From an optimization exercise on the open Yosys and OpenROAD flow, aimed at small area, a short achievable clock period and few clock cycles; shortcuts taken in it are not production practice. At most, simulation tests tie the RTL to the original design; equivalence was not proved.

Design xxtea_engine, start of the top module:
module xxtea_engine (
    input  wire         clk,
    input  wire         rst,       
    input  wire         start,     
    input  wire         decrypt,   
    input  wire [3:0]   nwords,    
    input  wire [127:0] key,       
    input  wire [255:0] din,       
    output wire         ready,
    output reg          done,
    output reg          err,
    output wire [255:0] dout
);
    localparam [31:0] DELTA = 32'h9E3779B9;
    localparam [1:0] S_IDLE = 2'd0, S_PRE1 = 2'd1, S_PRE2 = 2'd2, S_RUN = 2'd3;
    reg [31:0] s [0:7];      
    reg [31:0] k [0:3];      
    reg [31:0] c, y, z;      
    reg [1:0]  st;
    reg        dec;
    reg        d2;           
    reg [2:0]  last;         
    reg [2:0]  p;            
    reg [2:0]  q;            
    reg [5:0]  rleft;        
    reg [31:0] sum;
    reg [2:0]  p_n;          
    reg [31:0] sum_n;
    integer i;
    reg [5:0]  rounds;
    reg [31:0] sum_dec0;
    always @* begin
        case (nwords)
            4'd2:    begin rounds = 6'd32; sum_dec0 = 32'hC6EF3720; end
            4'd3:    begin rounds = 6'd23; sum_dec0 = 32'h36FBEF9F; end
            4'd4:    begin rounds = 6'd19; sum_dec0 = 32'hBE1E08BB; end
            4'd5:    begin rounds = 6'd16; sum_dec0 = 32'hE3779B90; end
            4'd6:    begin rounds = 6'd14; sum_dec0 = 32'hA708A81E; end
            4'd7:    begin rounds = 6'd13; sum_dec0 = 32'h08D12E65; end
            4'd8:    begin rounds = 6'd12; sum_dec0 = 32'h6A99B4AC; end
  ...
==> flow/config.mk <==
export PLATFORM = sky130hd
export DESIGN_NAME = xxtea_engine
export DESIGN_NICKNAME = xxtea_engine
export VERILOG_FILES = /design/flow/design.v
export SDC_FILE = /design/flow/constraint.sdc
export NUM_CORES = 4
export LEC_CHECK = 0
export ABC_AREA = 1
export CAP_MARGIN = 20
export CORE_MARGIN = 2
export CORE_UTILIZATION = 40
export CTS_BUF_LIST = sky130_fd_sc_hd__clkbuf_4 sky130_fd_sc_hd__clkbuf_8
export PLACE_DENSITY = 0.6
export SLEW_MARGIN = 20
==> flow/constraint.sdc <==
create_clock -name core_clock -period 11.0 [get_ports {clk}]
set_input_delay 2.2000 -clock core_clock [delete_from_list [all_inputs] [get_ports {clk}]]
set_output_delay 2.2000 -clock core_clock [all_outputs]
set_load 0.01 [all_outputs]
standard.sh (not shown) runs the stock make flow with config.mk's settings and CLKGATE_MAP_FILE= SYNTH_SCRIPT=/design/flow/synth_recipe.tcl, a recipe that flattens the netlist after the stock synthesis.
==> flow/flow/run.sh <==
#!/bin/bash
# The standard layout, with buf_1 port buffers and a larger setup repair margin.
set -euo pipefail
export BUFFER_PORTS_ARGS="-buffer_cell sky130_fd_sc_hd__buf_1"
export SETUP_SLACK_MARGIN=6.0
bash standard.sh > standard.log 2>&1
Testbench counts at the start, summed over its fixed seeds: cycles 263,646.
Edit:
--- a/flow/flow/run.sh
+++ b/flow/flow/run.sh
@@ -4,3 +4,3 @@
 export BUFFER_PORTS_ARGS="-buffer_cell sky130_fd_sc_hd__buf_1"
-export SETUP_SLACK_MARGIN=6.0
+export SETUP_SLACK_MARGIN=5.0
 bash standard.sh > standard.log 2>&1
- CTS_BUF_LIST: sky130_fd_sc_hd__clkbuf_4 sky130_fd_sc_hd__clkbuf_8 -> not set
Via count drops by 0.99%.
Setup slack gets worse by 0.75 ns.


xxtea_engine, a different RTL version from the one above (not shown whole).
Size: ~3800 cells after synthesis, roughly 650 I/O pins.
==> flow/config.mk <==
export PLATFORM = sky130hd
export DESIGN_NAME = xxtea_engine
export DESIGN_NICKNAME = xxtea_engine
export VERILOG_FILES = /design/flow/design.v
export SDC_FILE = /design/flow/constraint.sdc
export NUM_CORES = 4
export LEC_CHECK = 0
export ABC_AREA = 1
export CAP_MARGIN = 20
export CORE_MARGIN = 2
export CORE_UTILIZATION = 40
export PLACE_DENSITY = 0.6
export SLEW_MARGIN = 20
==> flow/constraint.sdc <==
create_clock -name core_clock -period 11.0 [get_ports {clk}]
set_input_delay 2.2000 -clock core_clock [delete_from_list [all_inputs] [get_ports {clk}]]
set_output_delay 2.2000 -clock core_clock [all_outputs]
set_load 0.01 [all_outputs]
==> flow/flow/run.sh <==
#!/bin/bash
# The standard layout, with buf_1 port buffers and a larger setup repair margin.
set -euo pipefail
export BUFFER_PORTS_ARGS="-buffer_cell sky130_fd_sc_hd__buf_1"
export SETUP_SLACK_MARGIN=7.0
bash standard.sh > standard.log 2>&1
Then changed:
==> flow/flow/run.sh (replaced) <==
#!/bin/bash
# The standard layout, with buf_1 port buffers and a larger setup repair margin.
set -euo pipefail
export BUFFER_PORTS_ARGS="-buffer_cell sky130_fd_sc_hd__buf_1"
export SETUP_SLACK_MARGIN=6.0
bash standard.sh > standard.log 2>&1
Settings changed: CORE_UTILIZATION 40 to 50, CTS_CLUSTER_DIAMETER from default to 70, CTS_CLUSTER_SIZE from default to 22, PLACE_DENSITY 0.6 to 0.7.
Outcome:
- This time the run finished with max-slew violations left
- fmax falls by about 10%
- hold slack stays flat
- critical path depth falls by 3
- worst setup slack loses 0.50 ns
- synthesized area stays the same
- cell count falls by 7.2%
Then changed:
Settings changed: CORE_UTILIZATION 50 to 40, CTS_CLUSTER_DIAMETER 70 to default, CTS_CLUSTER_SIZE 22 to default, PLACE_DENSITY 0.7 to 0.6.
The new run ran to the end with no violations.
Synthesized area is unchanged.
Utilization is lower by 9.9 points.
Synthesized cell count is unchanged.
No run of this note included a check of the RTL's function; only the layout flow was run.


Setup of zinc:
Another version of the RTL of xxtea_engine (not shown whole).
Size: ~530 flip-flops, about 0.033 mm² of cells after synthesis.
// xxtea_engine
module xxtea_engine (
    input  wire         clk,
    input  wire         rst,       
    input  wire         start,     
    input  wire         decrypt,   
    input  wire [3:0]   nwords,    
    input  wire [127:0] key,       
    input  wire [255:0] din,       
    output wire         ready,
    output reg          done,
    output reg          err,
    output wire [255:0] dout
);
Settings: LEC_CHECK=0, ABC_AREA=1, CAP_MARGIN=20, CORE_MARGIN=2, CORE_UTILIZATION=40, PLACE_DENSITY=0.6, SLEW_MARGIN=20; clock period 11.0 ns.
==> flow/flow/run.sh <==
#!/bin/bash
set -euo pipefail
export BUFFER_PORTS_ARGS="-buffer_cell sky130_fd_sc_hd__buf_1"
export SETUP_SLACK_MARGIN=7.0
bash standard.sh > standard.log 2>&1
zinc finished all stages; the layout is clean.
For ember, these inputs were changed with respect to zinc:
==> flow/run.sh (new file) <==
#!/bin/bash
# synth_recipe.tcl (not shown) runs the flow's synth.tcl, then flattens the netlist and writes it again
# the make line also repeats each setting of config.mk as NAME=value (left out here)
make -C /OpenROAD-flow-scripts/flow DESIGN_CONFIG=/design/flow/config.mk WORK_HOME=/design/flow/orfs CLKGATE_MAP_FILE= SYNTH_SCRIPT=/design/flow/synth_recipe.tcl finish
removed: flow/flow/run.sh
removed: flow/standard.sh
[summary]
ember vs. zinc: count of cells resized by post-cts repair moved down; worst slew margin relative to its limit moved up; setup slack moved down.
ember against zinc: wire length of the first global-routing pass flat, non-clock buffer area fraction after layout went up.
Looking at post-route clock period utilization across zinc and ember, the one that comes out higher is ember.
Looking only at non-clock buffer count, and setting everything else aside, the lower value of zinc and ember goes to ember.
Inputs modified between ember and sierra:
==> flow/flow/run.sh (new file) <==
#!/bin/bash
set -euo pipefail
export BUFFER_PORTS_ARGS="-buffer_cell sky130_fd_sc_hd__buf_1"
export SETUP_SLACK_MARGIN=6.0
bash standard.sh > standard.log 2>&1
==> flow/standard.sh (new file) <==
#!/bin/bash
# synth_recipe.tcl (not shown) runs the flow's synth.tcl, then flattens the netlist and writes it again
# the make line also repeats each setting of config.mk as NAME=value (left out here)
make -C /OpenROAD-flow-scripts/flow DESIGN_CONFIG=/design/flow/config.mk WORK_HOME=/design/flow/orfs CLKGATE_MAP_FILE= SYNTH_SCRIPT=/design/flow/synth_recipe.tcl "${@:-finish}"
removed: flow/run.sh
==> comparison <==
The flow did not stop early for sierra: all stages ran, and the layout cleared the timing, DRC and antenna checks. sierra against ember; achievable frequency is up by more than 10%. From ember to sierra the numbers moved as follows: total wire length after detailed routing lower; fraction of layout cells with a size suffix above 1 has increased; max-capacitance violation count comparable; number of detailed-route iterations in the first pass moved down; path length in cells of the critical path decreased 5.9%. Diff sierra..ember | fraction of synthesized cell area in xor and xnor cells | unchanged. sierra vs. ember: routing usage on met2 went down by 3.2 points. Of the two values seen for worst setup path endpoint, y[28]$_DFFE_PP_ was produced by sierra and s[0][28]$_DFFE_PP_ by ember. Diff ember -> sierra | buffer count from post-CTS setup fixing | increase of 92.
diff inputs: sierra => garnet
==> flow/run.sh (new file) <==
#!/bin/bash
# synth_recipe.tcl (not shown) runs the flow's synth.tcl, then flattens the netlist and writes it again
# the make line also repeats each setting of config.mk as NAME=value (left out here)
make -C /OpenROAD-flow-scripts/flow DESIGN_CONFIG=/design/flow/config.mk WORK_HOME=/design/flow/orfs CLKGATE_MAP_FILE= SYNTH_SCRIPT=/design/flow/synth_recipe.tcl finish
--- a/flow/config.mk
+++ b/flow/config.mk
@@ -12,0 +13 @@
+export SETUP_SLACK_MARGIN = 5
removed: flow/flow/run.sh
removed: flow/standard.sh
Results
- garnet closes out successfully: all stages finished, all timing, DRC and antenna checks passed.
- sierra closes out successfully: all stages finished, all timing, DRC and antenna checks passed.
- Side by side, cell count turned out lower in garnet than in sierra.
- Number of gates resized after CTS was lower in garnet than in sierra.
- Final critical path time including I/O delays and setup deteriorates in garnet relative to sierra.
- garnet reports a lower non-clock buffer count than sierra does.
No run of this note included a check of the RTL's function; only the layout flow was run.


== wip/yarrow ==
xxtea_engine, a different RTL version from the one above (not shown whole).
Size in the first run: roughly 4,200 cells after synthesis, roughly 570 flip-flops, roughly 650 I/O pins, roughly 0.034 mm² of cells after synthesis.
Settings: LEC_CHECK=0, ABC_AREA=1, CAP_MARGIN=20, CORE_MARGIN=2, CORE_UTILIZATION=40, PLACE_DENSITY=0.6, SLEW_MARGIN=20; clock period 11.0 ns.
==> flow/flow/run.sh <==
#!/bin/bash
# The standard layout, with buf_1 port buffers and a larger setup repair margin.
set -euo pipefail
export BUFFER_PORTS_ARGS="-buffer_cell sky130_fd_sc_hd__buf_1"
export SETUP_SLACK_MARGIN=6.5
bash standard.sh > standard.log 2>&1
wip/yarrow: done, clean on timing, DRC and antenna
Testbench counts of wip/yarrow, summed over its fixed seeds: cycles 266,846.
The following lists how wip/violet was set up differently from wip/yarrow:
--- a/flow/flow/run.sh
+++ b/flow/flow/run.sh
@@ -5 +5 @@
-export SETUP_SLACK_MARGIN=6.5
+export SETUP_SLACK_MARGIN=8.0
--- outcome ---
Going from wip/yarrow to wip/violet, number of antenna cells inserted increased by 1 relative to the old numbers; number of cells on the worst reg-to-reg path increased by 3 relative to the old numbers. Clock buffer count is lower on wip/yarrow. wip/violet: sequential portion of the cell area is 3.7 points lower than what wip/yarrow reported. Maximum number of pins on one net before global-route repair: wip/violet vs wip/yarrow down 3.
Inputs modified between wip/violet and wip/tundra:
Settings: CORE_UTILIZATION changed from 40 to 45.
--- a/flow/flow/run.sh
+++ b/flow/flow/run.sh
@@ -5 +5 @@
-export SETUP_SLACK_MARGIN=8.0
+export SETUP_SLACK_MARGIN=7.0
## What came out
The via count number comes out higher for wip/violet vs wip/tundra.
Clock slew seen by the registers of the worst setup and hold paths delta (wip/violet -> wip/tundra): insignificant
Summary of wip/tundra over wip/violet: first-pass GRT wire length -5.2%; weighted congestion reported at the end of routability-driven placement ~0 delta; final design instance area without fill -about 8%.
> inputs changed (wip/tundra -> wip/willow)
Settings: swapping 45 for 40 in CORE_UTILIZATION; swapping 20 for 0 in CAP_MARGIN; swapping 0.6 for 0.65 in PLACE_DENSITY; swapping 20 for 0 in SLEW_MARGIN.
==> run notes <==
wip/willow ran to completion and came out clean on the timing, DRC and antenna checks.
wip/willow vs. wip/tundra: clock distribution area overhead in the final layout moved down; detailed-route via count has increased; final critical path time including I/O delays and setup fell 0.051 ns.
Diff wip/tundra -> wip/willow | worst path setup slack after routing | increase of 0.051 ns
Relative to wip/tundra, hold slack has decreased by 0.013 ns in wip/willow.


Setup of job 4094:
The RTL this note starts from:
==> flow/design.v <==
module xxtea_engine (
    input  wire         clk,
    input  wire         rst,       
    input  wire         start,     
    input  wire         decrypt,   
    input  wire [3:0]   nwords,    
    input  wire [127:0] key,       
    input  wire [255:0] din,       
    output wire         ready,
    output reg          done,
    output reg          err,
    output wire [255:0] dout
);
    localparam [31:0] DELTA = 32'h9E3779B9;
    localparam [2:0] S_IDLE = 3'd0, S_PRE1 = 3'd1, S_PRE2 = 3'd2, S_RUN = 3'd3,
                     S_FIN = 3'd4;
    reg [31:0] s [0:7];      
    reg [31:0] k [0:3];      
    reg [31:0] c, y, z;      
    reg [31:0] kw;           
    reg [2:0]  st;
    reg        dec;
    reg        d2;           
    reg        d3;           
    reg [2:0]  last;         
    reg [2:0]  p;            
    reg [2:0]  q;            
    reg [2:0]  pw;           
    reg        wr;           
    reg [5:0]  rleft;        
    reg [31:0] sum;
    reg [2:0]  p_n;          
    reg [31:0] sum_n;
    integer i;
    reg [5:0]  rounds;
    reg [31:0] sum_dec0;
    always @* begin
        case (nwords)
            4'd2:    begin rounds = 6'd32; sum_dec0 = 32'hC6EF3720; end
            4'd3:    begin rounds = 6'd23; sum_dec0 = 32'h36FBEF9F; end
            4'd4:    begin rounds = 6'd19; sum_dec0 = 32'hBE1E08BB; end
            4'd5:    begin rounds = 6'd16; sum_dec0 = 32'hE3779B90; end
            4'd6:    begin rounds = 6'd14; sum_dec0 = 32'hA708A81E; end
            4'd7:    begin rounds = 6'd13; sum_dec0 = 32'h08D12E65; end
            4'd8:    begin rounds = 6'd12; sum_dec0 = 32'h6A99B4AC; end
            default: begin rounds = 6'd0;  sum_dec0 = 32'h00000000; end
        endcase
    end
    wire        run  = (st == S_RUN);
    wire        idle = (st == S_IDLE);
    wire        pre  = (st == S_PRE1) || (st == S_PRE2);
    wire [31:0] x    = s[q];
    wire [31:0] wv   = dec ? y : z;    
    wire [31:0] mx  = (((y >> 5) ^ (z << 2)) + ((z >> 3) ^ (y << 4))) ^
                      ((sum ^ z) + (kw ^ y));
    wire [31:0] nv  = ((c ^ {32{dec}}) + mx) ^ {32{dec}};
    wire round_end = dec ? (p == 3'd0) : (p == last);
    wire [2:0] q_nxt = (q == last) ? 3'd0 : q + 3'd1;
    wire [2:0] q_prv = (q == 3'd0) ? last : q - 3'd1;
    assign ready = idle;
    genvar gi;
    generate
        for (gi = 0; gi < 8; gi = gi + 1) begin : g_out
            assign dout[32*gi +: 32] = s[gi];
        end
    endgenerate
    always @(posedge clk) begin
        for (i = 0; i < 8; i = i + 1)
            if (idle)
                s[i] <= din[32*i +: 32];
            else if (wr && pw == i)
                s[i] <= wv;
    end
    always @(posedge clk)
        if (idle)
            for (i = 0; i < 4; i = i + 1)
                k[i] <= key[32*i +: 32];
    wire        y_nv = !pre && (dec || d2);
    wire        z_nv = !pre && !(dec && !d2);
    wire [31:0] c_d  = (pre && !dec) ? s[0] : (dec ? z : y);
    wire [31:0] xf   = (!pre && d3) ? wv : x;
    wire [31:0] y_o  = pre ? (dec ? s[0] : s[1]) : xf;
    wire [31:0] z_o  = xf;
    wire [31:0] y_d  = y_nv ? nv : y_o;
    wire [31:0] z_d  = z_nv ? nv : z_o;
    always @(posedge clk) begin
        c <= c_d;
        y <= y_d;
        z <= z_d;
    end
    wire [2:0]  p_step   = round_end ? (dec ? last : 3'd0) : (dec ? p - 3'd1 : p + 3'd1);
    wire [31:0] sum_step = round_end ? (dec ? sum - DELTA : sum + DELTA) : sum;
    always @* begin
        if (idle) begin
            p_n   = decrypt ? nwords[2:0] - 3'd1 : 3'd0;
            sum_n = decrypt ? sum_dec0 : DELTA;
        end else if (run) begin
            p_n   = p_step;
            sum_n = sum_step;
        end else begin
            p_n   = p;
            sum_n = sum;
        end
    end
    wire [1:0] kidx_n = run ? (p_step[1:0] ^ sum_step[3:2]) : (p[1:0] ^ sum[3:2]);
    always @(posedge clk) begin
        p   <= p_n;
        sum <= sum_n;
        kw  <= k[kidx_n];
        pw  <= p;
        wr  <= run;
    end
    always @(posedge clk) begin
        if (rst) begin
            st   <= S_IDLE;
            done <= 1'b0;
            err  <= 1'b0;
        end else begin
            done <= 1'b0;
            case (st)
                S_IDLE: if (start) begin
                    dec   <= decrypt;
                    d2    <= (nwords == 4'd2);
                    d3    <= (nwords == 4'd3);
                    last  <= nwords[2:0] - 3'd1;
                    rleft <= rounds;
                    q     <= nwords[2:0] - 3'd1;
                    if (nwords == 4'd0 || nwords > 4'd8) begin
                        err  <= 1'b1;
                        done <= 1'b1;
                    end else if (nwords == 4'd1) begin
                        err  <= 1'b0;
                        done <= 1'b1;
                    end else begin
                        err  <= 1'b0;
                        st   <= S_PRE1;
                    end
                end
                S_PRE1: begin
                    if (dec) begin
                        st <= S_PRE2;
                        q  <= q_prv;
                    end else begin
                        st <= S_RUN;
                        q  <= d2 ? 3'd0 : 3'd2;
                    end
                end
                S_PRE2: begin
                    st <= S_RUN;
                    q  <= q_prv;
                end
                S_RUN: begin
                    q <= dec ? q_prv : q_nxt;
                    if (round_end) begin
                        rleft <= rleft - 6'd1;
                        if (rleft == 6'd1)
                            st <= S_FIN;
                    end
                end
                default: begin
                    st   <= S_IDLE;
                    done <= 1'b1;
                end
            endcase
        end
    end
endmodule
==> flow/config.mk <==
export PLATFORM = sky130hd
export DESIGN_NAME = xxtea_engine
export DESIGN_NICKNAME = xxtea_engine
export VERILOG_FILES = /design/flow/design.v
export SDC_FILE = /design/flow/constraint.sdc
export NUM_CORES = 4
export LEC_CHECK = 0
export ABC_AREA = 1
export CAP_MARGIN = 20
export CORE_MARGIN = 2
export CORE_UTILIZATION = 40
export PLACE_DENSITY = 0.7
export SLEW_MARGIN = 20
==> flow/constraint.sdc <==
create_clock -name core_clock -period 11.0 [get_ports {clk}]
set_input_delay 2.2000 -clock core_clock [delete_from_list [all_inputs] [get_ports {clk}]]
set_output_delay 2.2000 -clock core_clock [all_outputs]
set_load 0.01 [all_outputs]
==> flow/flow/run.sh <==
#!/bin/bash
# The standard layout, with buf_1 port buffers and a larger setup repair margin.
set -euo pipefail
export BUFFER_PORTS_ARGS="-buffer_cell sky130_fd_sc_hd__buf_1"
export SETUP_SLACK_MARGIN=7.0
bash standard.sh > standard.log 2>&1
Job 4094: done, clean on timing, DRC and antenna
Here is what was changed in the inputs of job 3922 compared with job 4094.
- swapping 0.7 for 0.6 in PLACE_DENSITY
- swapping 20 for 0 in SLEW_MARGIN
- swapping 20 for 0 in CAP_MARGIN
==> run notes <==
Summary of job 3922 over job 4094: total via count in the routed design now smaller; quantity of gates resized following cts increased by 9.3% relative to the old numbers; antenna cell count fell by 2; non-clock buffer count has decreased.
Job 3922 ended with less overall routed net length than job 4094.
Sort job 3922 and job 4094 by area added between synthesis and finish desc -> top: job 3922
Share of the clock period used by the worst path: job 3922 vs job 4094 up 0.24 points
[inputs] job 7749 vs job 3922
- CAP_MARGIN now 20, was 0
- SLEW_MARGIN now 20, was 0
- Status: non-clock buffer count parity (job 3922, job 7749)
- Diff job 7749..job 3922 | utilization | negligible
- Flip-flop and latch count of job 3922 is on par with job 7749.
- Global-route usage came out exactly the same in job 7749 and job 3922.
- Fraction of final layout cells with drive strength greater than 1 of job 3922 is on par with job 7749.
No run of this note included a check of the RTL's function; only the layout flow was run.

==> re-timing with driven ports <==
The flow's constraints put no driver on any port. The routed layouts listed below were extracted and timed again, unchanged, in two steps.
Step 1 sets driving cells, clkbuf_16 on the clock port and buf_2 on the other inputs (assumed; they add their load-dependent delay and slew).
Step 2 moves the port delays by t, midway between the first and last clock arrival at a register: inputs arrive t later, outputs are due t later. That takes back most of the time a late clock gives input paths.
a / b / c = no drivers / after step 1 / after step 2; a / b = the first two.
run | t (ns) | setup WS [ns] | hold slack, ns | worst setup path after step 2 | worst data-port slew with drivers (ns)
the first run of note 1 | 0.786 | 6.071 / 6.065 / 5.565 | 0.433 / 0.433 / 0.433 | input to register | 0.19
the second run of note 1 | 0.690 | 5.323 / 5.323 / 5.323 | 0.448 / 0.448 / 0.448 | register to register | 0.21
the first run of note 2 | 0.680 | 6.467 / 6.467 / 6.225 | 0.455 / 0.455 / 0.455 | input to register | 0.14
the second run of note 2 | 0.647 | 5.970 / 5.970 / 5.661 | 0.453 / 0.453 / 0.453 | input to register | 0.14
the third run of note 2 | 0.695 | 6.158 / 6.158 / 5.558 | 0.446 / 0.446 / 0.446 | input to register | 0.17
zinc | 0.704 | 5.342 / 5.342 / 5.342 | 0.568 / 0.568 / 0.568 | register to register | 0.11
ember | 0.710 | 4.126 / 4.126 / 4.126 | 0.576 / 0.576 / 0.576 | register to register | 0.16
sierra | 0.711 | 5.424 / 5.424 / 5.424 | 0.580 / 0.580 / 0.580 | register to register | 0.12
garnet | 0.719 | 5.277 / 5.277 / 5.277 | 0.560 / 0.560 / 0.560 | register to register | 0.12
wip/yarrow | 0.701 | 6.697 / 6.697 / 6.566 | 0.450 / 0.450 / 0.450 | input to register | 0.13
wip/violet | 0.708 | 6.865 / 6.865 / 6.865 | 0.433 / 0.433 / 0.433 | register to register | 0.12
wip/tundra | 0.687 | 6.907 / 6.907 / 6.705 | 0.449 / 0.449 / 0.449 | input to register | 0.15
wip/willow | 0.720 | 6.958 / 6.958 / 6.668 | 0.436 / 0.436 / 0.436 | input to register | 0.10
job 4094 | 0.689 | 7.025 / 7.000 / 6.556 | 0.450 / 0.450 / 0.450 | input to register | 0.16
job 3922 | 0.700 | 6.999 / 6.999 / 6.628 | 0.433 / 0.433 / 0.433 | input to register | 0.14
job 7749 | 0.705 | 6.961 / 6.961 / 6.597 | 0.433 / 0.433 / 0.433 | input to register | 0.14
For the third run of note 2, which loses most, drivers alone change the setup slack by 0.000 ns; drivers and shift together by -0.600 ns.
